This design comes from an exercise in tuning for small area, a short achievable clock period and few clock cycles on the open sky130 flow, not from production work. Function was checked by simulation only, so behaviour that the tests miss may differ from the original. No activity file was given, so power comes from the tool's default toggle rates.

`design.v`:
```
module link_rx (
    input  wire        clk,
    input  wire        rst,
    input  wire        in_valid,
    output wire        in_ready,
    input  wire [7:0]  in_data,
    input  wire        cmd_valid,
    output wire        cmd_ready,
    input  wire [7:0]  cmd_op,
    input  wire [7:0]  cmd_id,
    input  wire [31:0] cmd_region,
    input  wire [7:0]  cmd_size,
    output reg         rsp_valid,
    output reg         rsp_bool,
    output wire [7:0]  rsp_val,
    output wire        mem_valid,
    input  wire        mem_ready,
    output wire [31:0] mem_addr,
    output wire [7:0]  mem_data
);
    localparam [7:0] MAGIC0      = 8'h55;
    localparam [7:0] MAGIC1      = 8'hAA;
    localparam [7:0] MAX_PAYLOAD = 8'd57;
    localparam [7:0] MAX_ITEM    = 8'd56;
    localparam [7:0] OP_BIND  = 8'h01;
    localparam [7:0] OP_ISRX  = 8'h05;
    localparam [7:0] OP_CLRX  = 8'h06;
    localparam [7:0] OP_TAKE  = 8'h07;
    localparam [7:0] OP_TAKEP = 8'h08;
    localparam [2:0] R_IDLE = 3'd0;    
    localparam [2:0] R_AA   = 3'd1;    
    localparam [2:0] R_ID   = 3'd2;    
    localparam [2:0] R_LS   = 3'd3;    
    localparam [2:0] R_LEN  = 3'd4;    
    localparam [2:0] R_PAY  = 3'd5;    
    localparam [2:0] R_CLO  = 3'd6;    
    localparam [2:0] R_CHI  = 3'd7;    
    localparam [2:0] D_IDLE = 3'd0;    
    localparam [2:0] D_TYPE = 3'd1;    
    localparam [2:0] D_CHK  = 3'd2;    
    localparam [2:0] D_DATA = 3'd3;    
    localparam [2:0] C_LOOK = 3'd4;    
    localparam [2:0] C_ACT  = 3'd5;    
    localparam [2:0] C_SCAN = 3'd6;    
    localparam [2:0] C_SCN2 = 3'd7;    
    reg [7:0]  slot_used;
    reg [7:0]  slot_recv;
    reg [7:0]  slot_id     [0:7];
    reg [31:0] slot_region [0:7];
    reg [5:0]  slot_size   [0:7];
    reg [7:0]  buf_e [0:31];
    reg [7:0]  buf_o [0:31];
    reg [5:0]  wr_ptr;          
    reg [5:0]  cm_ptr;          
    reg [5:0]  rd_ptr;          
    reg [5:0]  rp1;             
    reg        in_ready_q;
    reg        bv;              
    reg [7:0]  bd;
    reg        bd_55, bd_aa, bd_len_ok, bd_zero;    
    reg [2:0]  rs;
    reg [5:0]  rcnt;            
    reg [15:0] crc;
    reg        crc_lo_ok;       
    reg [7:0]  pend_serial;
    reg [7:0]  last_serial;
    assign in_ready = in_ready_q;
    assign rsp_val  = last_serial;
    wire take = in_valid && in_ready_q;
    reg [15:0] crc_next;
    integer    i;
    always @* begin
        crc_next = ((rs == R_LEN) ? 16'h0000 : crc) ^ {8'h00, bd};
        for (i = 0; i < 8; i = i + 1)
            crc_next = crc_next[0] ? ((crc_next >> 1) ^ 16'h8408) : (crc_next >> 1);
    end
    wire len_ok   = bd_len_ok;
    wire wr_adv   = bv && ((rs == R_LEN && len_ok) || rs == R_PAY);
    wire crc_ok   = crc_lo_ok && (bd == crc[15:8]);
    wire commit   = bv && (rs == R_CHI) && crc_ok;
    wire [5:0] cm_ptr_next = commit ? wr_ptr : cm_ptr;
    wire [5:0] occupancy   = wr_ptr - rd_ptr;
    always @(posedge clk) begin
        bd        <= in_data;
        bd_55     <= (in_data == MAGIC0);
        bd_aa     <= (in_data == MAGIC1);
        bd_len_ok <= (in_data <= MAX_PAYLOAD);
        bd_zero   <= (in_data == 8'd0);
        if (wr_ptr[0]) buf_o[wr_ptr[5:1]] <= bd;
        else           buf_e[wr_ptr[5:1]] <= bd;
        if (bv && rs == R_ID)
            pend_serial <= bd;
        if (bv && (rs == R_LEN || rs == R_PAY))
            crc <= crc_next;
        if (bv && rs == R_LEN)
            rcnt <= bd[5:0];
        else if (bv && rs == R_PAY)
            rcnt <= rcnt - 6'd1;
        if (bv && rs == R_CLO)
            crc_lo_ok <= (bd == crc[7:0]);
    end
    always @(posedge clk) begin
        if (rst) begin
            bv          <= 1'b0;
            in_ready_q  <= 1'b1;
            rs          <= R_IDLE;
            wr_ptr      <= 6'd0;
            cm_ptr      <= 6'd0;
            last_serial <= 8'd0;
        end else begin
            bv         <= take;
            in_ready_q <= (occupancy <= 6'd60);
            if (wr_adv)
                wr_ptr <= wr_ptr + 6'd1;
            if (bv) begin
                case (rs)
                    R_IDLE: if (bd_55) rs <= R_AA;
                    R_AA: begin
                        if (bd_aa)       rs <= R_ID;
                        else if (!bd_55) rs <= R_IDLE;
                    end
                    R_ID:  rs <= R_LS;
                    R_LS:  rs <= R_LEN;
                    R_LEN: begin
                        if (!len_ok)
                            rs <= R_IDLE;             
                        else if (bd_zero)
                            rs <= R_CLO;
                        else
                            rs <= R_PAY;
                    end
                    R_PAY: if (rcnt == 6'd1) rs <= R_CLO;
                    R_CLO: rs <= R_CHI;
                    default: begin                   
                        rs <= R_IDLE;
                        if (crc_ok) begin
                            cm_ptr      <= wr_ptr;
                            last_serial <= pend_serial;
                        end else begin
                            wr_ptr      <= cm_ptr;
                        end
                    end
                endcase
            end
        end
    end
    reg        cmd_ready_q;
    reg        cmd_pend;        
    reg        nr_pend;         
    reg        c_bind, c_clr, c_takep, c_size_ok;
    reg [7:0]  c_id;
    reg [31:0] c_region;
    reg [5:0]  c_size;
    reg [5:0]  c_ptr;           
    assign cmd_ready = cmd_ready_q;
    wire cmd_take = cmd_valid && cmd_ready_q;
    wire op_reg   = (cmd_op == OP_BIND) || (cmd_op == OP_ISRX) || (cmd_op == OP_CLRX) ||
                    (cmd_op == OP_TAKE) || (cmd_op == OP_TAKEP);
    always @(posedge clk) begin
        if (cmd_take) begin
            c_bind    <= (cmd_op == OP_BIND);
            c_clr     <= (cmd_op == OP_CLRX) || (cmd_op == OP_TAKE);
            c_takep   <= (cmd_op == OP_TAKEP);
            c_id      <= cmd_id;
            c_region  <= cmd_region;
            c_size    <= cmd_size[5:0];
            c_size_ok <= (cmd_size <= MAX_ITEM);
            c_ptr     <= cm_ptr_next;
        end
    end
    reg [2:0]  ds;
    reg [7:0]  hd;              
    reg [5:0]  fend;            
    reg [5:0]  prem;            
    reg [5:0]  dleft;           
    reg [7:0]  sel;             
    reg        hit;             
    reg        chk_stop;        
    reg        hd_stale;        
    reg        size_zero;       
    reg        size_one;        
    reg        do_bind, do_unbind, do_clr;
    reg        scan_eq;
    reg        mem_valid_q;
    reg [31:0] mem_addr_q;
    reg [7:0]  mem_data_q;
    assign mem_valid = mem_valid_q;
    assign mem_addr  = mem_addr_q;
    assign mem_data  = mem_data_q;
    wire ofree = !mem_valid_q || mem_ready;
    reg  [7:0]  match, lt_rem, is_zero, is_one;
    reg  [31:0] sel_region;
    reg  [5:0]  sel_size;
    integer    j;
    always @* begin
        sel_region = 32'd0;
        sel_size   = 6'd0;
        for (j = 0; j < 8; j = j + 1) begin
            match[j]   = slot_used[j] && (slot_id[j] == hd);
            lt_rem[j]  = (slot_size[j] < prem);
            is_zero[j] = (slot_size[j] == 6'd0);
            is_one[j]  = (slot_size[j] == 6'd1);
            if (sel[j]) begin
                sel_region = sel_region | slot_region[j];
                sel_size   = sel_size   | slot_size[j];
            end
        end
    end
    wire sel_recv = |(sel & slot_recv);
    wire sel_used = |(sel & slot_used);
    reg [7:0] free_oh;
    integer   k;
    always @* begin
        free_oh = 8'd0;
        for (k = 7; k >= 0; k = k - 1)
            if (!slot_used[k]) free_oh = 8'd1 << k;
    end
    wire cmd_go      = cmd_pend && (rd_ptr == c_ptr);
    wire frame_go    = (rd_ptr != cm_ptr);
    wire stop        = chk_stop;
    wire region_zero = (c_region == 32'd0);
    wire bind_ok     = c_size_ok &&
                       !((&c_region[31:6]) && ({1'b0, c_region[5:0]} + {1'b0, c_size} > 7'd64));
    wire scan_hit    = sel_used && (sel_region == c_region);
    wire issue_first = (ds == D_CHK) && !stop && !size_zero && ofree;
    wire issue_more  = (ds == D_DATA) && ofree;
    wire issue       = issue_first || issue_more;
    wire jump = chk_stop;
    wire adv  = ((ds == D_IDLE) && !cmd_go && frame_go && !hd_stale) || (ds == D_TYPE) || issue;
    wire [4:0] e_addr = rp1[5:1];
    wire [4:0] o_addr = rd_ptr[5:1];
    wire       odd    = rd_ptr[0] ^ adv;
    wire [7:0] e_data = buf_e[e_addr];
    wire [7:0] o_data = buf_o[o_addr];
    wire       load_cid = (ds == D_IDLE) && cmd_go && !c_takep;
    wire last_first = (sel_size == 6'd1);
    wire last_more  = (dleft == 6'd1);
    always @(posedge clk) begin
        if (load_cid)
            hd <= c_id;
        else
            hd <= odd ? o_data : e_data;
        if (ds == D_IDLE) begin
            prem <= hd[5:0];
            fend <= rp1 + hd[5:0];
        end else if (ds == D_TYPE || issue) begin
            prem <= prem - 6'd1;
        end
        if (ds == D_TYPE || ds == C_LOOK) begin
            sel <= (ds == C_LOOK && !(|match)) ? free_oh : match;
            hit <= |match;
        end else if (ds == D_IDLE) begin
            sel <= 8'd1;
        end else if (ds == C_SCN2) begin
            sel <= sel << 1;
        end
        if (ds == D_TYPE) begin
            size_zero <= |(match & is_zero);
            size_one  <= |(match & is_one);
        end
        if (ds == C_LOOK) begin
            do_bind   <= c_bind && !region_zero && bind_ok && ((|match) || (|free_oh));
            do_unbind <= c_bind && region_zero && (|match);
            do_clr    <= c_clr && (|match);
        end
        scan_eq <= scan_hit;
        if (issue_first)
            dleft <= sel_size - 6'd1;
        else if (issue_more)
            dleft <= dleft - 6'd1;
        if (issue) begin
            mem_addr_q <= issue_first ? sel_region : mem_addr_q + 32'd1;
            mem_data_q <= hd;
        end
        if (ds == C_ACT && do_bind)
            for (j = 0; j < 8; j = j + 1)
                if (sel[j]) begin
                    slot_id[j]     <= c_id;
                    slot_region[j] <= c_region;
                    slot_size[j]   <= c_size;
                end
        rsp_bool <= ((ds == C_SCN2) ? scan_eq : hit) && sel_recv;
    end
    always @(posedge clk) begin
        if (rst) begin
            ds          <= D_IDLE;
            rd_ptr      <= 6'd0;
            rp1         <= 6'd1;
            hd_stale    <= 1'b0;
            mem_valid_q <= 1'b0;
            slot_used   <= 8'd0;
            slot_recv   <= 8'd0;
            cmd_ready_q <= 1'b1;
            cmd_pend    <= 1'b0;
            nr_pend     <= 1'b0;
            rsp_valid   <= 1'b0;
            chk_stop    <= 1'b0;
        end else begin
            rsp_valid <= 1'b0;
            chk_stop  <= (ds == D_TYPE) && !((|match) && (|(match & lt_rem)));
            if (issue)
                mem_valid_q <= 1'b1;
            else if (mem_ready)
                mem_valid_q <= 1'b0;
            hd_stale <= jump;
            if (jump) begin
                rd_ptr <= fend;
                rp1    <= fend + 6'd1;
            end else if (adv) begin
                rd_ptr <= rp1;
                rp1    <= rp1 + 6'd1;
            end
            nr_pend <= cmd_take && !op_reg && (ds == C_ACT);
            if (nr_pend || (cmd_take && !op_reg && (ds != C_ACT)))
                rsp_valid <= 1'b1;
            if (cmd_take && op_reg) begin
                cmd_pend    <= 1'b1;
                cmd_ready_q <= 1'b0;
            end
            case (ds)
                D_IDLE: begin
                    if (cmd_go)
                        ds <= c_takep ? C_SCAN : C_LOOK;
                    else if (frame_go && !hd_stale && hd[5:0] != 6'd0)
                        ds <= D_TYPE;
                end
                D_TYPE: ds <= D_CHK;
                D_CHK: begin
                    if (stop) begin
                        ds <= D_IDLE;                       
                    end else if (size_zero) begin
                        slot_recv <= slot_recv | sel;
                        ds        <= (prem == 6'd0) ? D_IDLE : D_TYPE;
                    end else if (ofree) begin
                        if (size_one) begin
                            slot_recv <= slot_recv | sel;
                            ds        <= (prem == 6'd1) ? D_IDLE : D_TYPE;
                        end else begin
                            ds        <= D_DATA;
                        end
                    end
                end
                D_DATA: begin
                    if (ofree && last_more) begin
                        slot_recv <= slot_recv | sel;
                        ds        <= (prem == 6'd1) ? D_IDLE : D_TYPE;
                    end
                end
                C_LOOK: begin
                    cmd_ready_q <= 1'b1;        
                    ds          <= C_ACT;
                end
                C_ACT: begin
                    cmd_pend  <= cmd_take && op_reg;
                    rsp_valid <= 1'b1;
                    ds        <= D_IDLE;
                    if (do_bind)
                        slot_used <= slot_used | sel;
                    if (do_unbind)
                        slot_used <= slot_used & ~sel;
                    if (do_bind || do_unbind || do_clr)
                        slot_recv <= slot_recv & ~sel;
                end
                C_SCAN: ds <= C_SCN2;
                default: begin                 
                    if (scan_eq || sel[7]) begin
                        cmd_pend    <= 1'b0;
                        cmd_ready_q <= 1'b1;
                        rsp_valid   <= 1'b1;
                        ds          <= D_IDLE;
                        if (scan_eq)
                            slot_recv <= slot_recv & ~sel;
                    end else begin
                        ds <= C_SCAN;
                    end
                end
            endcase
        end
    end
endmodule
```
`flow/run.sh`:
```
#!/bin/bash
# The standard layout (standard.sh, the standard flow's own ORFS flow) with one change:
# the ports are buffered with sky130_fd_sc_hd__buf_4 instead of the cell
# buffer_ports picks by itself (a clkdlybuf4s50_1 delay cell). Every port
# still gets its buffer; timing repair may resize it afterwards.
set -euo pipefail
export BUFFER_PORTS_ARGS="-buffer_cell sky130_fd_sc_hd__buf_4"
bash standard.sh finish > standard.log 2>&1
```
`standard.sh`:
```
#!/bin/bash
# synth_recipe.tcl (not shown) runs the flow's synth.tcl, then flattens the netlist and writes it again
# the make line also repeats each setting of config.mk as NAME=value (left out here)
make -C /OpenROAD-flow-scripts/flow DESIGN_CONFIG=/design/flow/config.mk WORK_HOME=/design/flow/orfs CLKGATE_MAP_FILE= SYNTH_SCRIPT=/design/flow/synth_recipe.tcl "${@:-finish}"
```
`config.mk`:
```
export PLATFORM = sky130hd
export DESIGN_NAME = link_rx
export DESIGN_NICKNAME = link_rx
export VERILOG_FILES = /design/flow/design.v
export SDC_FILE = /design/flow/constraint.sdc
export NUM_CORES = 4
export LEC_CHECK = 0
export ABC_CLOCK_PERIOD_IN_PS = 2800
export CAP_MARGIN = 20
export CORE_MARGIN = 2
export CORE_UTILIZATION = 55
export CTS_CLUSTER_DIAMETER = 85
export CTS_CLUSTER_SIZE = 26
export PLACE_DENSITY = 0.7
export SETUP_SLACK_MARGIN = 4.7
export SLEW_MARGIN = 20
export TNS_END_PERCENT = 100
```
`constraint.sdc`:
```
create_clock -name core_clock -period 7.5 [get_ports {clk}]
set_input_delay 1.5000 -clock core_clock [delete_from_list [all_inputs] [get_ports {clk}]]
set_output_delay 1.5000 -clock core_clock [all_outputs]
set_load 0.01 [all_outputs]
```
==> summary.txt, run 1 <==
Clock tree
  • Total CTS buffers: between 50 and 60
  • Clock latency on the worst-skew pair: 0.67 ns
  • Clock tree sinks: roughly 1,100
  • Clk slew on worst S/H paths: approximately 0.11 ns
  • Cell chosen for the clock root: clkbuf_16
  • Clock Tree Buf Depth: 3
  • H-tree levels: 2
  • CTS tree: done

STA
  • Hold Violations, Final: 0
  • Setup ws final: 4.62 ns
  • RSZ-0062 raised after global routing: true
  • Setup TNS: 0 ns
  • Slew Viols, Final: 0
  • Period Utilization, post-route: 38.4%
  • Minimum clock period: 2.88 ns
  • Final setup violation count: 0
  • Slew @ Worst Pin: between 0.9 and 1 ns
  • Final Skew: 0.0331 ns
  • Slew margin rel.: around a third
  • Peak Freq: roughly 0.35 GHz

Setup path
  • Worst setup EP type: output pin
  • CP peak stage delay: approximately 0.53 ns
  • CP startpoint kind: flip-flop
  • CP Class: reg2out
  • Reg2reg end: hd[0]$_DFF_P_
  • WP data arrival: 1.38 ns
  • Slowest CP cell: edfxtp_1
  • Delay-heaviest family, CP: flip-flops
  • Critical Path RT: 6.00 ns
  • Buf/Inv on CP: 1
  • Crit-path max FO: 2
  • Worst R2R Path Depth: 8
  • Reg2reg setup slack: 4.68 ns
  • Crit path cell chain: buf_6

Power
  • Peak VDD IR: about 0.00029 V
  • Leak Pwr: roughly 16 nW
  • PD cells: 289 nW/um^2

Logic synthesis
  • Post-synth EDFFs: 1,039
  • Multiplexer share of the synthesized area: 6.76%
  • Syn Nets: 3,168
  • Mapped Cells: 3,031
  • Synth Warn #: 4
  • Compound-Gate Fraction of Synth Area: under 10%
  • Netlist Area Pre-Place: roughly 47,000 sq um
  • Largest family of logic cells by synthesized area: compound AO/OA/AOI/OAI gates
  • Seq/Total Area, Yosys: 71.0%
  • Simple-gate share of the synthesized area: 6.77%
  • #FFs+latches synth: between 1,000 and 1,500
  • Syn avg cell area: 15.4 sq um
  • Async SR Flop Fraction: 0%
  • Synth Area in XOR/XNOR: 4.36%
  • Post-synthesis cell type count: 62
  • Top FF cell, synth: edfxtp_1
  • Post-Synth Adder-Cell Area: 1.86%

Route
  • Post-Route WL: 116,000 um
  • TritonRoute pass-1 iters: 6
  • Avg WL per Cell: 26.9 um
  • Routed vias: 27,000
  • Iter 0 DRT Violations: 2,932
  • DRC viols: 0
  • Post-DRT Antenna Nets: 0
  • Drt via density: around 6.3

Place
  • Pre-CTS WS: 3.73 ns
  • Post-DP HPWL: 70,900 um
  • Inst Count DP: between 4,000 and 5,000
  • Placed cell area: 48,700 sq um
  • I/O Buffers: 121
  • RePlAce Congestion: ~0.91

Cells and area
  • Final Non-Filler Cells: between 4,000 and 5,000
  • Design Area, Final: 51,000 sq um
  • Commonest non-fill, non-tap cell in the layout: edfxtp_1
  • Most frequent cells in the layout: edfxtp_1 (1,039), a22oi_1 (185), buf_4 (177)
  • Layout overhead on the synthesized area: 9.32%
  • Final net count: 3,271
  • Ratio of cells with drive above 1 in the final layout: 13.5%

Global routing
  • Number of global-route vias before repair: 26,800
  • Largest net degree at the start of global routing: 72
  • GR Overflow Total: 0
  • Initial antenna violation count: 1
  • First-pass GRT wire length: 172,000 um
  • Tot GR Track Use: about a quarter

Worst hold path
  • HP Class: reg2reg
  • Hold_sp: pend_serial[3]$_DFFE_PP_
  • Hold worst-path end: last_serial[3]$_SDFFE_PP0P_
  • Hold depth: 2

Flow run
  • Max capacitance violation total: 0

Outcome
  • Status: finished clean

Die
  • CORE AREA: 83,800 sq um
  • Io pins: 122
  • Die Wd: 295 um
  • DIE AREA: ~87,000 sq um
  • Starting Density: 55.6%
  • Chip height: approximately 300 um
  • Row Count: 106
[routing by layer]
metal  vias up  GRT usage, %  routed length (um)
met3       185          3.26                8040
met1     13700          36.1               46700
met2      1151          44.5               57400
met5         -             0                   0
li1      11900             -                   -
met4         0          8.52                4000
[flip-flops by register name (all words and copies together) (netlist names), 8 cells and up, named ones only]
register     cells
buf_e          256
buf_o          256
slot_region    256
slot_id         64
slot_size       48
c_region        32
mem_addr_q      32
crc             16
bd               8
c_id             8
hd               8
last_serial      8
mem_data_q       8
pend_serial      8
sel              8
[what timing repair did]
action,in CTS,in global routing
pin swaps,2,1
gates resized for setup,49,22
hold buffers,0,0
endpoints found under the setup margin,213,150
setup buffers,35,16
cloned,1,2
[synth_stat cells (3+ instances only)]
library cell	instances	area share, %
or4_1	7	0.11
a221oi_1	51	0.96
nand4_1	69	0.93
a31oi_1	15	0.20
a211oi_1	7	0.11
buf_2	35	0.38
nor4_1	23	0.31
and3_1	33	0.44
mux2i_1	146	3.1
nand2b_1	15	0.20
nand2_1	156	1.3
and4_1	6	0.11
xor2_1	66	1.2
nand3b_1	5	0.080
and2_1	7	0.094
nor3b_1	18	0.29
o21a_1	14	0.23
clkbuf_1	109	0.88
a22oi_1	185	3.0
a21o_1	12	0.19
nor2_1	172	1.4
o21ai_1	8	0.086
or2_2	3	0.040
a22o_1	3	0.056
a21boi_0	7	0.11
dfxtp_1	95	4.1
o22ai_1	4	0.054
ha_1	66	1.8
a21oi_1	54	0.58
nand3_1	43	0.46
inv_1	52	0.42
mux2_2	22	0.53
or3_1	9	0.12
xnor2_1	163	3.1
nor3_1	42	0.45
or3b_2	3	0.056
buf_1	11	0.089
a2111oi_0	5	0.094
edfxtp_1	1039	67
mux4_2	64	3.1
nor4b_1	3	0.056
nor2b_1	22	0.30
o211ai_1	7	0.11
o21ai_0	132	1.4
[worst reg2reg max path: stages (launching register included)]
cell and delay (ns):
dfxtp_1 0.34, clkbuf_8 0.27, and2_2 0.46, a221oi_1 0.56
a21oi_1 0.13, o21ai_0 0.55, o211ai_1 0.20, o21ai_1 0.11
mux2_2 0.15
[cell families (layout without fill, tap and decap cells)]
| logic type | after synthesis | after routing |
|---|---|---|
| flip-flops | 1134 | 1134 |
| adder cells (fa/ha/maj) | 68 | 68 |
| XOR/XNOR | 230 | 231 |
| buffers and inverters | 208 | 351 |
| multiplexers | 232 | 232 |
| AND/OR/NAND/NOR | 640 | 642 |
| AO/OA/AOI/OAI | 519 | 519 |
| other | 0 | 1 |
[layout make-up]
type / count / area, sq um
flip-flops and latches: 1134 / 33200
repair buffers: 202 / 1700
well taps: 1134 / 1420
diodes: 1 / 2.50
fillers: 6251 / 32800
clock inverters: 13 / 129
inverters: 52 / 199
multi-input cells: 1692 / 12900
clock buffers: 84 / 1470
[worst max-delay path by stage]
stage,from,endpoint,slack [ns],cells past startpoint
3_3_place_gp,flip-flop,hd[0]$_DFF_P_,3.82,9
3_5_place_dp,flip-flop,hd[0]$_DFF_P_,3.73,9
5_1_grt,hd[2]$_DFF_P_,sel[6]$_DFFE_PP_,4.59,8
2_1_floorplan,mem_ready,hd[5]$_DFF_P_,4.18,8
4_1_cts,mem_addr_q[1]$_DFFE_PP_,mem_addr[1],4.61,1
6_report,mem_addr_q[2]$_DFFE_PP_,mem_addr[2],4.62,1
[through the flow]
stage	utilization, %	hold WS, ns	power, mW
detailed placement	58.1	0.487	11.2
global route	60.8	0.559	15.3
CTS	60.5	0.514	14.6
finish	60.8	0.505	14.7
global placement	58.1	0.470	11.1
floorplan	-	0.403	10.1
[where the power goes]
group          switching, mW  internal [mW]
logic                   2.16           1.57
clock network           1.98           1.40
registers              0.448           7.16
Testbench counts, summed over its fixed seeds: cycles 33,236.
==> run 2: changes to the inputs <==
==> flow/run.sh (replaced) <==
#!/bin/bash
# The standard layout (standard.sh, the standard flow's own ORFS flow) with two changes:
# - the ports are buffered with sky130_fd_sc_hd__buf_4 instead of the cell
#   buffer_ports picks by itself (a clkdlybuf4s50_1 delay cell); every port
#   still gets its buffer and timing repair may resize it afterwards;
# - clock tree synthesis adds no dummy loads (same clustering settings as
#   config.mk's CTS_CLUSTER_SIZE / CTS_CLUSTER_DIAMETER).
set -euo pipefail
export BUFFER_PORTS_ARGS="-buffer_cell sky130_fd_sc_hd__buf_4"
export CTS_ARGS="-sink_clustering_enable -repair_clock_nets -sink_clustering_size 26 -sink_clustering_max_diameter 85 -dont_use_dummy_load"
bash standard.sh finish > standard.log 2>&1
==> run 2 against run 1 <==
  * Clock power fell by 8.6%
  * Routed wire length down 0.38%
  * Still clean
  * Register-to-register slack is essentially flat
  * Critical path type unchanged
  * Largest cell class unchanged
  * Cell area is 0.75% lower
  * Critical endpoint unchanged
  * Combinational power about the same
==> summary.txt, run 2 <==
Die
  • Chip height: 295 um (unchanged)
  • CORE AREA: 83,800 sq um (unchanged)
  • Die Wd: 295 um (unchanged)
  • Row Count: 106 (unchanged)
  • Starting Density: 55.6% (unchanged)
  • DIE AREA: 87,100 sq um (unchanged)
  • Io pins: 122 (unchanged)

STA
  • RSZ-0062 raised after global routing: true
  • Hold Violations, Final: 0 (unchanged)
  • Period Utilization, post-route: 38.3% (-0.095 points)
  • Slew @ Worst Pin: 0.981 ns (+0.00614 ns)
  • Slew Viols, Final: 0 (unchanged)
  • Peak Freq: 0.348 GHz (+0.25%)
  • Slew margin rel.: 34.6% (-0.41 points)
  • Setup TNS: 0 ns (unchanged)
  • Minimum clock period: 2.87 ns (-0.00716 ns)
  • Final setup violation count: 0 (unchanged)
  • Final Skew: 0.0747 ns (+0.0415 ns)

Route
  • Avg WL per Cell: 27.2 um (+0.84%)
  • TritonRoute pass-1 iters: 6 (unchanged)
  • Routed vias: 26,800 (-0.57%)
  • Drt via density: 6.30 (+0.65%)
  • Iter 0 DRT Violations: 2,680 (-8.6%)
  • Post-DRT Antenna Nets: 0 (unchanged)
  • Post-Route WL: 116,000 um (-0.38%)
  • DRC viols: 0 (unchanged)

Logic synthesis
  • Top cells by area, synth: edfxtp_1 (67%), dfxtp_1 (4.1%), mux2i_1 (3.1%), mux4_2 (3.1%), xnor2_1 (3.1%)
  • Post-Synth Adder-Cell Area: 1.86% (unchanged)
  • Multiplexer share of the synthesized area: 6.76% (unchanged)
  • Area fraction of the dominant cell type after synthesis: 66.9% (unchanged)
  • Largest family of logic cells by synthesized area: compound AO/OA/AOI/OAI gates
  • Synth Warn #: 4 (unchanged)
  • Seq/Total Area, Yosys: 71.0% (unchanged)
  • Leading area contributor after synthesis: edfxtp_1
  • Async SR Flop Fraction: 0% (unchanged)
  • Top FF cell, synth: edfxtp_1
  • #FFs+latches synth: 1,134 (unchanged)
  • Post-synth EDFFs: 1,039 (unchanged)
  • Post-synthesis cell type count: 62 (unchanged)
  • Netlist Area Pre-Place: 46,600 sq um (unchanged)
  • Commonest cells in the netlist: edfxtp_1 (1,039), a22oi_1 (185), nor2_1 (172)
  • Most frequent cell after synthesis: edfxtp_1
  • Syn avg cell area: 15.4 sq um (unchanged)
  • Synth Area in XOR/XNOR: 4.36% (unchanged)
  • Simple-gate share of the synthesized area: 6.77% (unchanged)
  • Syn Nets: 3,168 (unchanged)
  • Compound-Gate Fraction of Synth Area: 7.49% (unchanged)
  • Mapped Cells: 3,031 (unchanged)

Worst hold path
  • Hold depth: 2 (unchanged)
  • Hold_sp: pend_serial[5]$_DFFE_PP_
  • Hold worst-path end: last_serial[5]$_SDFFE_PP0P_
  • HP Class: reg2reg

Clock tree
  • Clock tree sinks: 1,134 (unchanged)
  • H-tree levels: 2 (unchanged)
  • CTS tree: done
  • Clock Tree Buf Depth: 3 (unchanged)
  • Clock latency on the worst-skew pair: 0.66 ns (about the same)
  • Total CTS buffers: 52 (unchanged)
  • Clk slew on worst S/H paths: 0.10 ns (about the same)
  • CTS hold repair buffers: 0 (unchanged)
  • Cell chosen for the clock root: clkbuf_16

Global routing
  • Initial antenna violation count: 1 (unchanged)
  • First-pass GRT wire length: 171,000 um (-0.39%)
  • Largest net degree at the start of global routing: 72 (unchanged)
  • Met3 Usage GRT: 3.41% (+0.16 points)
  • GR peak layer: met2
  • Number of global-route vias before repair: 26,700 (-0.19%)
  • GR met2 Demand/Resource: 44.3% (-0.23 points)
  • GR Overflow Total: 0 (unchanged)
  • Tot GR Track Use: 26.3% (-0.11 points)
  • Global routing usage on met1: 35.9% (-0.27 points)

Place
  • Post-DP HPWL: 70,900 um (unchanged)
  • Placed cell area: 48,700 sq um (unchanged)
  • RePlAce Congestion: 0.907 (unchanged)
  • I/O Buffers: 121 (unchanged)

Setup path
  • Crit-path max FO: 2 (unchanged)
  • Buf/Inv on CP: 1 (unchanged)
  • Reg2reg setup slack: 4.69 ns (about the same)
  • Worst setup EP type: output pin
  • Reg2reg start: sel[4]$_DFFE_PP_
  • Critical Path RT: 6.00 ns (about the same)
  • CP peak stage delay: 0.53 ns (about the same)
  • Slowest CP cell: edfxtp_1
  • Crit path cell chain: buf_6
  • Worst R2R Path Depth: 8 (unchanged)
  • CP Class: reg2out
  • WP data arrival: 1.37 ns (about the same)
  • Reg2reg end: scan_eq$_DFF_P_
  • Critical Path Stages: 1 (unchanged)
  • CP startpoint kind: flip-flop
  • Delay-heaviest family, CP: flip-flops

Cells and area
  • Commonest non-fill, non-tap cell in the layout: edfxtp_1
  • Most frequent cells in the layout: edfxtp_1 (1,039), a22oi_1 (185), buf_4 (172)
  • Ratio of cells with drive above 1 in the final layout: 13.0% (-0.54 points)
  • Design Area, Final: 50,600 sq um (-0.75%)
  • Final net count: 3,264 (-0.21%)
  • Layout overhead on the synthesized area: 8.50%

Power
  • Clock Power Share: 21.4% (-1.5 points)
  • Peak VDD IR: 0.000242 V (-16%)
  • P_sw: 4.43 mW (-3.4%)
  • Sequential power share: 52.9% (+1.2 points)
  • Net Sw Frac: 30.8% (-0.40 points)
  • Leak Pwr: 16.1 nW (-1.1%)
  • Internal: 9.96 mW (-1.6%)
  • Comb pwr share: 25.8% (+0.4 points)
  • PD cells: 284 nW/um^2 (-1.4%)

Flow run
  • Max capacitance violation total: 0 (unchanged)

Outcome
  • Status: finished clean
[run 2: cell counts after synthesis]
Identical to the previous run, type by type.
[run 2: worst max-delay path by stage]
| stage | start | end | slack [ns] |
|---|---|---|---|
| floorplan | mem_ready | hd[5]$_DFF_P_ | 4.18 |
| global placement | flip-flop | hd[0]$_DFF_P_ | 3.82 |
| detailed placement | flip-flop | hd[0]$_DFF_P_ | 3.73 |
| CTS | mem_addr_q[1]$_DFFE_PP_ | mem_addr[1] | 4.61 |
| global route | hd[4]$_DFF_P_ | sel[6]$_DFFE_PP_ | 4.59 |
| finish | mem_addr_q[2]$_DFFE_PP_ | mem_addr[2] | 4.63 |
[run 2: power groups by stage]
stage | combinational (mW) | sequential [mW] | clock [mW]
3_3_place_gp | 3.30 | 7.84 | 0
2_1_floorplan | 2.67 | 7.44 | 0
4_1_cts | 3.63 | 7.62 | 3.10
6_report | 3.71 | 7.61 | 3.08
3_5_place_dp | 3.37 | 7.84 | 0
5_1_grt | 3.99 | 7.64 | 3.30
[run 2: repair_timing]
action,in CTS,in global routing
gates resized for setup,46,24
buffers inserted,32,13
pin swaps,1,2
setup endpoints to repair,176,118
cloned,0,2
[run 2: area by class of cell]
type,instances,area [sq um]
diodes,1,2.50
repair buffers,196,1640
well taps,1134,1420
flip-flops and latches,1134,33200
inverters,52,199
multi-input cells,1691,12900
clock buffers,52,1300
fillers,6303,33200
[run 2: kinds of logic (layout without fill, tap and decap cells)]
group / count (synthesis) / after routing
flip-flops: 1134 / 1134
XOR/XNOR: 230 / 230
AND/OR/NAND/NOR: 640 / 642
AO/OA/AOI/OAI: 519 / 519
buffers and inverters: 208 / 300
multiplexers: 232 / 232
adder cells (fa/ha/maj): 68 / 68
other: 0 / 1
[run 2: metrics by stage]
stage | util (%) | setup slack, ns | hold slack (ns) | std cells | power, mW
floorplan | - | 4.18 | 0.403 | 3031 | 10.1
global placement | 58.1 | 3.82 | 0.470 | 4160 | 11.1
detailed placement | 58.1 | 3.73 | 0.487 | 4160 | 11.2
CTS | 60.1 | 4.61 | 0.514 | 4244 | 14.3
global route | 60.4 | 4.59 | 0.531 | 4260 | 14.9
finish | 60.4 | 4.63 | 0.506 | 4260 | 14.4
[run 2: routing by layer]
| metal | wire [um] | share of wire, % |
|---|---|---|
| met1 | 46800 | 40 |
| met2 | 56800 | 49 |
| met3 | 8230 | 7.1 |
| met4 | 3920 | 3.4 |
| met5 | 0 | 0 |
==> run 3: changes to the inputs <==
--- a/design.v
+++ b/design.v
@@ -48,8 +48,9 @@
     reg [7:0]  slot_id     [0:7];
     reg [31:0] slot_region [0:7];
     reg [5:0]  slot_size   [0:7];
-    reg [7:0]  buf_e [0:31];
-    reg [7:0]  buf_o [0:31];
+    localparam [5:0] LAST = 6'd61;     
+    reg [7:0]  buf_e [0:30];
+    reg [7:0]  buf_o [0:30];
     reg [5:0]  wr_ptr;          
     reg [5:0]  cm_ptr;          
     reg [5:0]  rd_ptr;          
@@ -79,7 +80,7 @@
     wire crc_ok   = crc_lo_ok && (bd == crc[15:8]);
     wire commit   = bv && (rs == R_CHI) && crc_ok;
     wire [5:0] cm_ptr_next = commit ? wr_ptr : cm_ptr;
-    wire [5:0] occupancy   = wr_ptr - rd_ptr;
+    wire [5:0] occupancy   = (wr_ptr >= rd_ptr) ? wr_ptr - rd_ptr : wr_ptr + 6'd62 - rd_ptr;
     always @(posedge clk) begin
         bd        <= in_data;
         bd_55     <= (in_data == MAGIC0);
@@ -109,9 +110,9 @@
             last_serial <= 8'd0;
         end else begin
             bv         <= take;
-            in_ready_q <= (occupancy <= 6'd60);
+            in_ready_q <= (occupancy <= 6'd58);
             if (wr_adv)
-                wr_ptr <= wr_ptr + 6'd1;
+                wr_ptr <= (wr_ptr == LAST) ? 6'd0 : wr_ptr + 6'd1;
             if (bv) begin
                 case (rs)
                     R_IDLE: if (bd_55) rs <= R_AA;
@@ -230,6 +231,7 @@
     wire [4:0] e_addr = rp1[5:1];
     wire [4:0] o_addr = rd_ptr[5:1];
     wire       odd    = rd_ptr[0] ^ adv;
+    wire [6:0] fend_sum = {1'b0, rp1} + {1'b0, hd[5:0]};
     wire [7:0] e_data = buf_e[e_addr];
     wire [7:0] o_data = buf_o[o_addr];
     wire       load_cid = (ds == D_IDLE) && cmd_go && !c_takep;
@@ -242,7 +244,7 @@
             hd <= odd ? o_data : e_data;
         if (ds == D_IDLE) begin
             prem <= hd[5:0];
-            fend <= rp1 + hd[5:0];
+            fend <= fend_sum[6:0] > {1'b0, LAST} ? fend_sum[5:0] - 6'd62 : fend_sum[5:0];
         end else if (ds == D_TYPE || issue) begin
             prem <= prem - 6'd1;
         end
@@ -305,10 +307,10 @@
             hd_stale <= jump;
             if (jump) begin
                 rd_ptr <= fend;
-                rp1    <= fend + 6'd1;
+                rp1    <= (fend == LAST) ? 6'd0 : fend + 6'd1;
             end else if (adv) begin
                 rd_ptr <= rp1;
-                rp1    <= rp1 + 6'd1;
+                rp1    <= (rp1 == LAST) ? 6'd0 : rp1 + 6'd1;
             end
             nr_pend <= cmd_take && !op_reg && (ds == C_ACT);
             if (nr_pend || (cmd_take && !op_reg && (ds != C_ACT)))
==> flow/run.sh (replaced) <==
#!/bin/bash
# The standard layout (standard.sh, the standard flow's own ORFS flow) with one change:
# the ports are buffered with sky130_fd_sc_hd__buf_4 instead of the cell
# buffer_ports picks by itself (a clkdlybuf4s50_1 delay cell). Every port
# still gets its buffer; timing repair may resize it afterwards.
set -euo pipefail
export BUFFER_PORTS_ARGS="-buffer_cell sky130_fd_sc_hd__buf_4"
bash standard.sh finish > standard.log 2>&1
==> run 3 against run 2 <==
  * Cell area grew 1.4%
  * Largest power group unchanged
  * Clock skew is 0.043 ns lower
  * Flip-flop and latch count fell by 16
  * Highest routed layer is now met5
  * Area after synthesis is 0.10% higher
  * Die area is 0.11% higher
  * Critical path depth up 7
  * Global-route usage grew 0.24 points
  * Clock-buffer cell count increased by 32
==> summary.txt, run 3 <==
Clock tree
  • Cell chosen for the clock root: clkbuf_16
  • Total CTS buffers: 51 (-1.9%)
  • Clock latency on the worst-skew pair: 0.66 ns (about the same)
  • Clock Tree Buf Depth: 3 (unchanged)
  • CTS tree: done
  • Clock tree sinks: 1,118 (-1.4%)
  • CTS hold repair buffers: 0 (unchanged)
  • Clk slew on worst S/H paths: 0.10 ns (about the same)
  • H-tree levels: 2 (unchanged)

Setup path
  • Worst setup EP type: flip-flop
  • Critical Path RT: 8.08 ns (+2.08 ns)
  • WP data arrival: 3.45 ns (+2.08 ns)
  • CP most frequent cell: a21oi_1
  • CP peak stage delay: 0.54 ns (about the same)
  • CP startpoint kind: flip-flop
  • Slowest CP cell: a221oi_1
  • Crit-path max FO: 65 (+63)
  • Crit path cell chain: buf_6 > nor2_1 > a221oi_1 > a21oi_1 > o21ai_0 > o211ai_1 > mux2_4 > a21oi_1
  • CP Class: reg2reg

STA
  • Slew margin rel.: 29.1% (-5.5 points)
  • Hold slack: 0.489 ns (-0.0170 ns)
  • Minimum clock period: 2.87 ns (-0.00455 ns)
  • Setup TNS: 0 ns (unchanged)
  • Period Utilization, post-route: 38.2% (-0.061 points)
  • Final setup violation count: 0 (unchanged)
  • RSZ-0062 raised after global routing: true
  • Slew Viols, Final: 0 (unchanged)
  • Hold Violations, Final: 0 (unchanged)
  • Final Skew: 0.0314 ns (-0.0433 ns)
  • Peak Freq: 0.349 GHz (+0.16%)
  • Slew @ Worst Pin: 1.06 ns (+0.0771 ns)

Logic synthesis
  • Post-synth EDFFs: 1,023 (-1.5%)
  • Synth Area in XOR/XNOR: 4.19% (-0.17 points)
  • Top cells by area, synth: edfxtp_1 (66%), mux4_2 (4.1%), dfxtp_1 (4.1%), a22oi_1 (2.7%), ha_1 (2.2%)
  • Commonest cells in the netlist: edfxtp_1 (1,023), nor2_1 (199), a22oi_1 (171)
  • Syn Nets: 3,222 (+1.7%)
  • #FFs+latches synth: 1,118 (-1.4%)
  • Compound-Gate Fraction of Synth Area: 7.51% (+0.019 points)
  • Leading area contributor after synthesis: edfxtp_1
  • Post-synthesis cell type count: 74 (+19%)
  • Simple-gate share of the synthesized area: 7.11% (+0.33 points)
  • Largest family of logic cells by synthesized area: compound AO/OA/AOI/OAI gates
  • Seq/Total Area, Yosys: 69.9% (-1.1 points)
  • Top FF cell, synth: edfxtp_1
  • Most frequent cell after synthesis: edfxtp_1
  • Synth Warn #: 4 (unchanged)
  • Netlist Area Pre-Place: 46,700 sq um (+0.10%)
  • Mapped Cells: 3,067 (+1.2%)
  • Syn avg cell area: 15.2 sq um (-1.1%)
  • Async SR Flop Fraction: 0% (unchanged)
  • Area fraction of the dominant cell type after synthesis: 65.8% (-1.1 points)
  • Multiplexer share of the synthesized area: 6.78% (+0.022 points)
  • Post-Synth Adder-Cell Area: 2.37% (+0.51 points)

Global routing
  • Initial antenna violation count: 2 (+1)
  • GR Overflow Total: 0 (unchanged)
  • Number of global-route vias before repair: 27,400 (+2.6%)
  • Largest net degree at the start of global routing: 70 (-2.8%)
  • Tot GR Track Use: 26.6% (+0.24 points)
  • First-pass GRT wire length: 173,000 um (+1.3%)

Route
  • DRC viols: 0 (unchanged)
  • TritonRoute pass-1 iters: 8 (+2)
  • Drt via density: 6.34 (+0.65%)
  • Routed vias: 27,900 (+3.8%)
  • Post-Route WL: 118,000 um (+1.7%)
  • Post-DRT Antenna Nets: 0 (unchanged)
  • Iter 0 DRT Violations: 3,341 (+25%)
  • Avg WL per Cell: 26.8 um (-1.4%)

Cells and area
  • Max FFs per register: 256
  • Filler cells: 6,185 (-1.9%)
  • Commonest non-fill, non-tap cell in the layout: edfxtp_1
  • Ratio of cells with drive above 1 in the final layout: 15.5% (+2.6 points)
  • Layout overhead on the synthesized area: 9.96%
  • Final net count: 3,374 (+3.4%)
  • Most frequent cells in the layout: edfxtp_1 (1,023), buf_4 (219), nor2_1 (188)
  • Biggest register: slot_region

Power
  • PD cells: 300 nW/um^2 (+5.4%)
  • Leak Pwr: 16.5 nW (+2.6%)
  • Peak VDD IR: 0.000257 V (+6.4%)

Die
  • Row Count: 106 (unchanged)
  • Chip height: 295 um (about the same)
  • DIE AREA: 87,200 sq um (+0.11%)
  • CORE AREA: 83,800 sq um (unchanged)
  • Starting Density: 55.7% (+0.058 points)
  • Io pins: 122 (unchanged)
  • Die Wd: 295 um (about the same)

Outcome
  • Status: finished clean

Worst hold path
  • HP Class: reg2reg

Flow run
  • Max capacitance violation total: 0 (unchanged)

Place
  • I/O Buffers: 121 (unchanged)
  • Post-DP HPWL: 72,300 um (+2.0%)
  • RePlAce Congestion: 0.961 (+5.9%)
run 3: cell count changes in the layout (fill, tap and decap cells not counted), moves of 29 or more:
cell | previous run | this run
mux2i_1 | 146 | 102
xor2_1 | 66 | 101
a221oi_1 | 47 | 18
clkbuf_1 | 0 | 30
xnor2_1 | 162 | 113
buf_4 | 172 | 219
run 3: per-layer routing:
metal / wire, um / vias to the layer above / GRT usage, %
met5: 13 / - / 0
met4: 4440 / 2 / 9.47
met3: 8670 / 238 / 3.19
met2: 57400 / 1300 / 44.0
met1: 47200 / 14200 / 36.6
li1: - / 12200 / -
run 3: critical path: cells and delay by family (launching register included):
family | cells | cell delay (ns)
AO/OA/AOI/OAI | 5 | 1.44
buffers and inverters | 1 | 0.45
AND/OR/NAND/NOR | 1 | 0.20
multiplexers | 1 | 0.31
flip-flops | 1 | 0.34
run 3: repair_timing:
| action | 4_1_cts | 5_1_grt |
|---|---|---|
| endpoints found under the setup margin | 398 | 91 |
| pin swaps | 7 | 5 |
| resized for setup | 51 | 39 |
| setup buffers | 50 | 36 |
run 3: logic make-up (layout without fill, tap and decap cells):
logic type | after synthesis | count (layout)
AO/OA/AOI/OAI | 529 | 529
XOR/XNOR | 219 | 219
adder cells (fa/ha/maj) | 86 | 86
buffers and inverters | 229 | 422
flip-flops | 1118 | 1118
multiplexers | 206 | 206
other | 0 | 1
AND/OR/NAND/NOR | 680 | 680
run 3: area by class of cell:
type	count	area (sq um)	area share [%]
inverter	82	319	0.622
sequential	1118	32700	63.7
clock buffer	84	1440	2.81
antenna	1	2.50	0.00487
multi-input combinational	1720	13300	26.0
clock inverter	10	113	0.219
tap	1134	1420	2.76
timing repair buffer	246	2000	3.90
run 3: per-stage QoR:
step	instance area, sq um	total power [mW]	setup WS (ns)	util, %	cells
floorplan	46800	10.6	4.10	-	3067
global placement	48700	11.7	4.01	58.2	4214
detailed placement	48700	11.8	3.98	58.2	4214
CTS	50900	15.2	4.66	60.7	4358
global route	51300	16.0	4.55	61.2	4394
finish	51300	15.4	4.63	61.2	4395
run 3: path summary, 6_finish.rpt:
path | start | slack (ns) | endpoint | cells past startpoint
max | flip-flop | 4.63 | hd[3]$_DFF_P_ | 8
min | flip-flop | 0.49 | flip-flop | 2
max reg2reg | flip-flop | 4.63 | hd[3]$_DFF_P_ | 8
min reg2reg | flip-flop | 0.49 | flip-flop | 2
run 3: power breakdown:
part	switching [mW]	internal, mW
sequential	0.435	7.08
combinational	2.64	1.96
clock	1.91	1.36
Testbench counts of run 3, summed over its fixed seeds: cycles 33,236.
==> run 4: changes to the inputs <==
--- a/design.v
+++ b/design.v
@@ -181,7 +181,7 @@
     reg        size_zero;       
     reg        size_one;        
     reg        do_bind, do_unbind, do_clr;
-    reg        scan_eq;
+    reg        scan_eq_lo, scan_eq_hi;
     reg        mem_valid_q;
     reg [31:0] mem_addr_q;
     reg [7:0]  mem_data_q;
@@ -222,7 +222,8 @@
     wire region_zero = (c_region == 32'd0);
     wire bind_ok     = c_size_ok &&
                        !((&c_region[31:6]) && ({1'b0, c_region[5:0]} + {1'b0, c_size} > 7'd64));
-    wire scan_hit    = sel_used && (sel_region == c_region);
+    wire scan_eq     = scan_eq_lo && scan_eq_hi;
+    wire [7:0] tgt   = hit ? sel : free_oh;
     wire issue_first = (ds == D_CHK) && !stop && !size_zero && ofree;
     wire issue_more  = (ds == D_DATA) && ofree;
     wire issue       = issue_first || issue_more;
@@ -249,7 +250,7 @@
             prem <= prem - 6'd1;
         end
         if (ds == D_TYPE || ds == C_LOOK) begin
-            sel <= (ds == C_LOOK && !(|match)) ? free_oh : match;
+            sel <= match;
             hit <= |match;
         end else if (ds == D_IDLE) begin
             sel <= 8'd1;
@@ -265,7 +266,8 @@
             do_unbind <= c_bind && region_zero && (|match);
             do_clr    <= c_clr && (|match);
         end
-        scan_eq <= scan_hit;
+        scan_eq_lo <= sel_used && (sel_region[15:0] == c_region[15:0]);
+        scan_eq_hi <= (sel_region[31:16] == c_region[31:16]);
         if (issue_first)
             dleft <= sel_size - 6'd1;
         else if (issue_more)
@@ -276,7 +278,7 @@
         end
         if (ds == C_ACT && do_bind)
             for (j = 0; j < 8; j = j + 1)
-                if (sel[j]) begin
+                if (tgt[j]) begin
                     slot_id[j]     <= c_id;
                     slot_region[j] <= c_region;
                     slot_size[j]   <= c_size;
@@ -357,10 +359,12 @@
                     rsp_valid <= 1'b1;
                     ds        <= D_IDLE;
                     if (do_bind)
-                        slot_used <= slot_used | sel;
+                        slot_used <= slot_used | tgt;
                     if (do_unbind)
                         slot_used <= slot_used & ~sel;
-                    if (do_bind || do_unbind || do_clr)
+                    if (do_bind)
+                        slot_recv <= slot_recv & ~tgt;
+                    if (do_unbind || do_clr)
                         slot_recv <= slot_recv & ~sel;
                 end
                 C_SCAN: ds <= C_SCN2;
==> flow/run.sh (replaced) <==
#!/bin/bash
# The standard layout (standard.sh, the standard flow's own ORFS flow) with two changes:
# - the ports are buffered with sky130_fd_sc_hd__buf_4 instead of the cell
#   buffer_ports picks by itself (a clkdlybuf4s50_1 delay cell); every port
#   still gets its buffer and timing repair may resize it afterwards;
# - clock tree synthesis adds no dummy loads (same clustering settings as
#   config.mk's CTS_CLUSTER_SIZE / CTS_CLUSTER_DIAMETER).
set -euo pipefail
export BUFFER_PORTS_ARGS="-buffer_cell sky130_fd_sc_hd__buf_4"
export CTS_ARGS="-sink_clustering_enable -repair_clock_nets -sink_clustering_size 26 -sink_clustering_max_diameter 85 -dont_use_dummy_load"
bash standard.sh finish > standard.log 2>&1
==> run 4 against run 3 <==
  * Highest routed layer is now met4
  * Total power decreased by 2.9%
  * Cell area decreased by 0.93%
  * Largest power group unchanged
  * Die area increased by 0.28%
==> summary.txt, run 4 <==
Route
  • Avg WL per Cell: 25.8 um (-3.6%)
  • Drt via density: 6.26 (-1.3%)
  • Post-DRT Antenna Nets: 0 (unchanged)
  • TritonRoute pass-1 iters: 6 (-2)
  • Iter 0 DRT Violations: 2,769 (-17%)
  • Post-Route WL: 112,000 um (-4.6%)
  • DRC viols: 0 (unchanged)
  • Routed vias: 27,200 (-2.3%)

Cells and area
  • Final net count: 3,362 (-0.36%)
  • Final Non-Filler Cells: 4,350 (-1.0%)
  • Layout overhead on the synthesized area: 8.62%
  • FF/Latch Area: 32,700 sq um (about the same)
  • Area of the multi-input gates: 13,500 sq um (+0.94%)
  • Max FFs per register: 256 (unchanged)
  • Ratio of cells with drive above 1 in the final layout: 14.0% (-1.5 points)
  • Core Util, Final: 60.0% (-1.2 points)
  • Biggest register: slot_region
  • Most frequent cells in the layout: edfxtp_1 (1,023), buf_4 (189), nor2_1 (178)
  • Commonest non-fill, non-tap cell in the layout: edfxtp_1
  • Design Area, Final: 50,900 sq um (-0.93%)
  • Filler cells: 6,335 (+2.4%)

Global routing
  • GR met2 Demand/Resource: 43.1% (-0.90 points)
  • GR peak layer: met2
  • First-pass GRT wire length: 167,000 um (-3.4%)
  • Tot GR Track Use: 25.5% (-1.1 points)
  • Largest net degree at the start of global routing: 76 (+8.6%)
  • Global routing usage on met1: 34.6% (-2.0 points)
  • Number of global-route vias before repair: 27,200 (-0.98%)
  • Met3 Usage GRT: 3.38% (+0.19 points)
  • GR Overflow Total: 0 (unchanged)
  • Initial antenna violation count: 1 (-1)

Die
  • Io pins: 122 (unchanged)
  • Row Count: 107 (+0.94%)
  • DIE AREA: 87,500 sq um (+0.28%)
  • Chip height: 296 um (+0.14%)
  • Starting Density: 55.2% (-0.45 points)
  • Die Wd: 296 um (+0.14%)
  • CORE AREA: 84,700 sq um (+1.1%)

Clock tree
  • Total CTS buffers: 52 (+2.0%)
  • Clock Tree Buf Depth: 3 (unchanged)
  • Clk slew on worst S/H paths: 0.10 ns (about the same)
  • H-tree levels: 2 (unchanged)
  • Cell chosen for the clock root: clkbuf_16
  • Clock latency on the worst-skew pair: 0.66 ns (about the same)
  • CTS tree: done
  • Clock tree sinks: 1,119 (+0.089%)

STA
  • RSZ-0062 raised after global routing: true
  • Minimum clock period: 2.77 ns (-0.0968 ns)
  • Hold slack: 0.469 ns (-0.0196 ns)
  • Peak Freq: 0.361 GHz (+3.5%)
  • Setup TNS: 0 ns (unchanged)
  • Period Utilization, post-route: 36.9% (-1.3 points)
  • Final Skew: 0.0725 ns (+0.0411 ns)
  • Final setup violation count: 0 (unchanged)
  • Slew margin rel.: 29.8% (+0.79 points)
  • Slew Viols, Final: 0 (unchanged)
  • Hold Violations, Final: 0 (unchanged)
  • Slew @ Worst Pin: 1.05 ns (-0.00614 ns)

Setup path
  • Critical Path RT: 8.02 ns (-0.06 ns)
  • Worst setup EP type: flip-flop
  • CP Class: reg2reg
  • WP data arrival: 3.28 ns (-0.17 ns)
  • CP startpoint kind: flip-flop
  • Crit-path max FO: 75 (+15%)

Outcome
  • Status: finished clean

Flow run
  • Max capacitance violation total: 0 (unchanged)

Logic synthesis
  • Seq/Total Area, Yosys: 69.7% (-0.16 points)
  • Multiplexer share of the synthesized area: 6.77% (about the same)
  • Netlist Area Pre-Place: 46,800 sq um (+0.29%)
  • Post-synthesis cell type count: 78 (+5.4%)
  • Syn Nets: 3,247 (+0.78%)
  • Post-synth EDFFs: 1,023 (unchanged)
  • Most frequent cell after synthesis: edfxtp_1
  • #FFs+latches synth: 1,119 (+0.089%)
  • Top cells by area, synth: edfxtp_1 (66%), mux4_2 (4.3%), dfxtp_1 (4.1%), a22oi_1 (2.8%), xnor2_1 (2.8%)
  • Largest family of logic cells by synthesized area: compound AO/OA/AOI/OAI gates
  • Area fraction of the dominant cell type after synthesis: 65.6% (-0.19 points)
  • Post-Synth Adder-Cell Area: 2.36% (-0.0068 points)
  • Leading area contributor after synthesis: edfxtp_1
  • Syn avg cell area: 15.1 sq um (-0.52%)
  • Async SR Flop Fraction: 0% (unchanged)
  • Synth Area in XOR/XNOR: 4.19% (about the same)
  • Compound-Gate Fraction of Synth Area: 7.77% (+0.26 points)
  • Commonest cells in the netlist: edfxtp_1 (1,023), nor2_1 (187), a22oi_1 (177)
  • Top FF cell, synth: edfxtp_1
  • Simple-gate share of the synthesized area: 7.30% (+0.19 points)
  • Synth Warn #: 4 (unchanged)
  • Mapped Cells: 3,092 (+0.82%)

Place
  • Inst Count DP: 4,244 (+0.71%)
  • Placed cell area: 49,000 sq um (+0.43%)
  • RePlAce Congestion: 0.946 (-1.6%)
  • Post-DP HPWL: 69,900 um (-3.3%)
  • I/O Buffers: 121 (unchanged)

Power
  • Peak VDD IR: 0.000262 V (+1.7%)
  • Leak Pwr: 16.0 nW (-3.1%)
  • PD cells: 294 nW/um^2 (-2.0%)

Worst hold path
  • HP Class: reg2reg
run 4: path summary, 6_finish.rpt:
check | end | from | cells past startpoint | slack (ns)
max reg2reg | hd[6]$_DFF_P_ | flip-flop | 6 | 4.73
min reg2reg | last_serial[5]$_SDFFE_PP0P_ | pend_serial[5]$_DFFE_PP_ | 2 | 0.47
max | hd[6]$_DFF_P_ | flip-flop | 6 | 4.73
min | last_serial[5]$_SDFFE_PP0P_ | pend_serial[5]$_DFFE_PP_ | 2 | 0.47
run 4: power breakdown:
part	switching (mW)	internal, mW	total (mW)
Combinational	2.50	1.85	4.35
Clock	1.80	1.24	3.04
Sequential	0.479	7.08	7.56
Total	4.78	10.2	14.9
run 4: final cells by class:
type / instances / area share (%)
inverter: 68 / 0.531
timing repair buffer: 209 / 3.29
tap: 1144 / 2.81
timing repair inverter: 3 / 0.0394
clock buffer: 52 / 2.56
antenna: 1 / 0.00492
multi-input combinational: 1754 / 26.5
sequential: 1119 / 64.3
run 4: metal layers:
| layer | share of wire, % | up-vias |
|---|---|---|
| met5 | 0 | - |
| li1 | - | 12200 |
| met1 | 40 | 13700 |
| met3 | 7.0 | 180 |
| met4 | 3.0 | 0 |
| met2 | 50 | 1128 |
run 4: through the flow:
stage	power, mW	setup slack, ns
floorplan	10.6	4.50
global placement	11.7	3.92
detailed placement	11.8	3.81
CTS	14.8	4.63
global route	15.6	4.61
finish	14.9	4.73
run 4: worst max-delay path, cell delays in order, from the launching register on:
cell and delay [ns]:
dfxtp_2 0.32, buf_4 0.74, mux4_2 0.42, mux4_2 0.49
mux2_2 0.32, mux2i_1 0.18, o21ai_1 0.08
run 4: cell families (layout without fill, tap and decap cells):
logic type / count (synthesis) / in the layout
muxes: 201 / 201
AOI/OAI and AO/OA: 550 / 550
other: 0 / 1
xor gates and xnor gates: 222 / 222
adders and majority gates: 86 / 86
buffers and inverters: 219 / 332
DFF: 1119 / 1119
and+or+nand+nor: 695 / 695
run 4: what timing repair did:
item | in CTS | in global routing
endpoints found under the setup margin | 496 | 227
setup buffers | 33 | 17
resized for setup | 35 | 25
cloned | 1 | 2
pin swaps | 4 | 3
hold buffers | 0 | 0
Testbench counts of run 4, summed over its fixed seeds: cycles 33,236.
==> run 5: changes to the inputs <==
==> config.mk (replaced) <==
export PLATFORM = sky130hd
export DESIGN_NAME = link_rx
export DESIGN_NICKNAME = link_rx
export VERILOG_FILES = /design/flow/design.v
export SDC_FILE = /design/flow/constraint.sdc
export NUM_CORES = 4
export LEC_CHECK = 0
export ABC_CLOCK_PERIOD_IN_PS = 2500
export CAP_MARGIN = 20
export CORE_MARGIN = 2
export CORE_UTILIZATION = 55
export CTS_CLUSTER_DIAMETER = 85
export CTS_CLUSTER_SIZE = 26
export PLACE_DENSITY = 0.7
export SETUP_SLACK_MARGIN = 4.8
export SLEW_MARGIN = 20
export TNS_END_PERCENT = 100
==> run 5 against run 4 <==
  * Fmax down 0.20%
  * Synthesized cell count unchanged
  * Still clean on timing, DRC and antenna
  * Flip-flop and latch count unchanged
  * Register-to-register slack better by 0.05 ns
  * Die area unchanged
  * Clock skew down 0.013 ns
  * Critical path type is now reg2out
  * Cell area up 0.70%
  * Critical endpoint is now mem_addr[28]
==> summary.txt, run 5 <==
Setup path
  • WP data arrival: 1.28 ns (-2.00 ns)
  • Critical path origin: mem_addr_q[28]$_DFFE_PP_
  • Delay-heaviest family, CP: flip-flops
  • Crit-path max FO: 3 (-96%)
  • CP startpoint kind: flip-flop
  • Crit path cell chain: buf_6
  • CP peak stage delay: 0.48 ns (-0.26 ns)
  • CP Class: reg2out
  • Buf/Inv on CP: 1 (unchanged)
  • Critical Path RT: 6.00 ns (-2.02 ns)
  • Reg2reg start: hd[2]$_DFF_P_
  • Slowest CP cell: edfxtp_1
  • Worst setup EP type: output pin

Die
  • Chip height: 296 um (unchanged)
  • CORE AREA: 84,700 sq um (unchanged)
  • Starting Density: 55.2% (unchanged)
  • DIE AREA: 87,500 sq um (unchanged)
  • Io pins: 122 (unchanged)
  • Die Wd: 296 um (unchanged)
  • Row Count: 107 (unchanged)

Cells and area
  • Final net count: 3,382 (+0.59%)
  • Biggest register: slot_region
  • Commonest non-fill, non-tap cell in the layout: edfxtp_1
  • Filler cells: 6,280 (-0.87%)
  • Design Area, Final: 51,200 sq um (+0.70%)
  • Layout overhead on the synthesized area: 9.38%
  • Core Util, Final: 60.4% (+0.42 points)
  • Ratio of cells with drive above 1 in the final layout: 14.9% (+0.87 points)
  • Max FFs per register: 256 (unchanged)
  • Final Non-Filler Cells: 4,370 (+0.46%)
  • Most frequent cells in the layout: edfxtp_1 (1,023), nor2_1 (177), a22oi_1 (177)

Logic synthesis
  • Seq/Total Area, Yosys: 69.7% (unchanged)
  • Top cells by area, synth: edfxtp_1 (66%), mux4_2 (4.3%), dfxtp_1 (4.1%), a22oi_1 (2.8%), xnor2_1 (2.8%)
  • Mapped Cells: 3,092 (unchanged)
  • Most frequent cell after synthesis: edfxtp_1
  • Async SR Flop Fraction: 0% (unchanged)
  • Top FF cell, synth: edfxtp_1
  • Netlist Area Pre-Place: 46,800 sq um (unchanged)
  • Post-Synth Adder-Cell Area: 2.36% (unchanged)
  • Synth Warn #: 4 (unchanged)
  • Area fraction of the dominant cell type after synthesis: 65.6% (unchanged)
  • Leading area contributor after synthesis: edfxtp_1
  • Multiplexer share of the synthesized area: 6.77% (unchanged)
  • Syn Nets: 3,247 (unchanged)
  • Compound-Gate Fraction of Synth Area: 7.77% (unchanged)
  • Post-synthesis cell type count: 78 (unchanged)
  • Syn avg cell area: 15.1 sq um (unchanged)
  • Synth Area in XOR/XNOR: 4.19% (unchanged)
  • Post-synth EDFFs: 1,023 (unchanged)
  • Simple-gate share of the synthesized area: 7.30% (unchanged)
  • #FFs+latches synth: 1,119 (unchanged)
  • Commonest cells in the netlist: edfxtp_1 (1,023), nor2_1 (187), a22oi_1 (177)
  • Largest family of logic cells by synthesized area: compound AO/OA/AOI/OAI gates

Global routing
  • Largest net degree at the start of global routing: 76 (unchanged)
  • Tot GR Track Use: 25.6% (+0.17 points)
  • GR Overflow Total: 0 (unchanged)
  • Initial antenna violation count: 1 (unchanged)
  • Number of global-route vias before repair: 27,400 (+0.83%)
  • First-pass GRT wire length: 168,000 um (+0.38%)

Clock tree
  • Total CTS buffers: 52 (unchanged)
  • Clock latency on the worst-skew pair: 0.65 ns (about the same)
  • Clock tree sinks: 1,119 (unchanged)
  • H-tree levels: 2 (unchanged)
  • Cell chosen for the clock root: clkbuf_16
  • CTS hold repair buffers: 0 (unchanged)
  • Clk slew on worst S/H paths: 0.09 ns (about the same)
  • CTS tree: done
  • Clock Tree Buf Depth: 3 (unchanged)

STA
  • Hold Violations, Final: 0 (unchanged)
  • Final setup violation count: 0 (unchanged)
  • Slew margin rel.: 30.2% (+0.38 points)
  • Final Skew: 0.0591 ns (-0.0134 ns)
  • Period Utilization, post-route: 37.0% (+0.074 points)
  • Setup TNS: 0 ns (unchanged)
  • Slew @ Worst Pin: 1.04 ns (-0.00793 ns)
  • Minimum clock period: 2.78 ns (+0.00557 ns)
  • Peak Freq: 0.360 GHz (-0.20%)
  • Setup ws final: 4.72 ns (-0.00557 ns)
  • Slew Viols, Final: 0 (unchanged)
  • RSZ-0062 raised after global routing: true
  • Hold slack: 0.496 ns (+0.0262 ns)

Worst hold path
  • HP Class: reg2reg
  • Hold_sp: pend_serial[7]$_DFFE_PP_

Route
  • Iter 0 DRT Violations: 3,121 (+13%)
  • DRC viols: 0 (unchanged)
  • Post-DRT Antenna Nets: 0 (unchanged)
  • Drt via density: 6.30 (+0.62%)
  • Avg WL per Cell: 25.9 um (+0.17%)
  • Top sig layer: met5
  • Post-Route WL: 113,000 um (+0.63%)
  • Metal1 wirelength: 46,300 um (+2.0%)
  • Met2 WL post-DR: 55,000 um (-1.3%)
  • TritonRoute pass-1 iters: 6 (unchanged)
  • Routed vias: 27,500 (+1.1%)
  • Metal3 WL: 7320 um (-6.6%)

Place
  • I/O Buffers: 121 (unchanged)
  • RePlAce Congestion: 0.927 (-1.9%)
  • Pre-CTS WS: 3.79 ns (-0.0164 ns)
  • Post-DP HPWL: 71,000 um (+1.6%)
  • Placed cell area: 49,000 sq um (about the same)
  • Inst Count DP: 4,243 (-0.024%)

Power
  • Leak Pwr: 16.2 nW (+1.0%)
  • Total chip power: 15.0 mW (+0.36%)
  • Peak VDD IR: 0.000254 V (-2.7%)
  • PD cells: 293 nW/um^2 (-0.34%)

Outcome
  • Status: finished clean

Flow run
  • Max capacitance violation total: 0 (unchanged)
-- run 5: cell type report --
type                       instances  area (sq um)  share of cell area, %
sequential                      1119         32700                   63.9
multi-input combinational       1754         13500                   26.4
timing repair buffer             229          1980                   3.87
tap                             1144          1430                   2.79
clock buffer                      52          1300                   2.54
inverter                          68           274                  0.535
timing repair inverter             3          17.5                 0.0342
antenna                            1          2.50                0.00489
-- run 5: cells by family after synthesis --
kind of cell | Yosys count
buffers and inverters | 219
XOR/XNOR | 222
AO/OA/AOI/OAI | 550
flip-flops | 1119
AND/OR/NAND/NOR | 695
adder cells (fa/ha/maj) | 86
multiplexers | 201
-- run 5: worst paths after layout --
| path | end | slack [ns] | cells after the start |
|---|---|---|---|
| max | mem_addr[28] | 4.72 | 1 |
| min | last_serial[7]$_SDFFE_PP0P_ | 0.50 | 2 |
| max reg2reg | fend[2]$_DFFE_PP_ | 4.78 | 8 |
| min reg2reg | last_serial[7]$_SDFFE_PP0P_ | 0.50 | 2 |
-- run 5: repair_timing --
| action | CTS | global route |
|---|---|---|
| gates cloned | 3 | 0 |
| pin swaps | 7 | 2 |
| gates resized for setup | 86 | 31 |
| setup endpoints to repair | 544 | 295 |
| buffers inserted | 56 | 14 |
| endpoints found under the hold margin | 0 | 0 |
-- run 5: where the power goes --
| group | internal, mW | leakage (nW) | switching (mW) |
|---|---|---|---|
| combinational | 1.88 | 5.45 | 2.59 |
| sequential | 7.08 | 10.1 | 0.431 |
| clock | 1.24 | 0.641 | 1.78 |
-- run 5: routing by layer --
layer | vias to the layer above | global-route usage (%)
li1 | 12200 | -
met1 | 13900 | 35.3
met2 | 1213 | 42.8
met3 | 234 | 2.68
met4 | 2 | 9.30
met5 | - | 0

==> static timing again, ports no longer ideal <==
In the flow no input, the clock included, has a driving cell. The finished layouts below were timed again as built, in two steps.
Step 1 assumes that a clkbuf_16 drives the clock port and a buf_2 every other input.
Step 2, shift: input delay + t, output delay - t, t = (earliest + latest rising clock arrival at the registers) / 2. This alone moves slack from input paths to output paths.
Slacks: ideal / step 1 / step 2; pairs: ideal / step 1.
| run | t (ns) | slack for setup (ns) | latest minus earliest clock arrival (ns) | slew at the worst register clock pin (ns) |
|---|---|---|---|---|
| run 1 | 0.714 | 4.622 / 4.560 / 4.163 | 0.038 / 0.037 | 0.11 / 0.11 |
| run 2 | 0.686 | 4.629 / 4.568 / 4.148 | 0.075 / 0.075 | 0.11 / 0.11 |
| run 3 | 0.714 | 4.633 / 4.623 / 4.209 | 0.035 / 0.034 | 0.11 / 0.11 |
| run 4 | 0.688 | 4.730 / 4.668 / 4.095 | 0.078 / 0.078 | 0.10 / 0.10 |
| run 5 | 0.685 | 4.725 / 4.659 / 4.213 | 0.066 / 0.065 | 0.11 / 0.11 |
After both steps setup and hold are still met in every run listed. The setup slack of run 4, which loses most, moves by -0.062 ns with the drivers and by -0.635 ns with both steps.
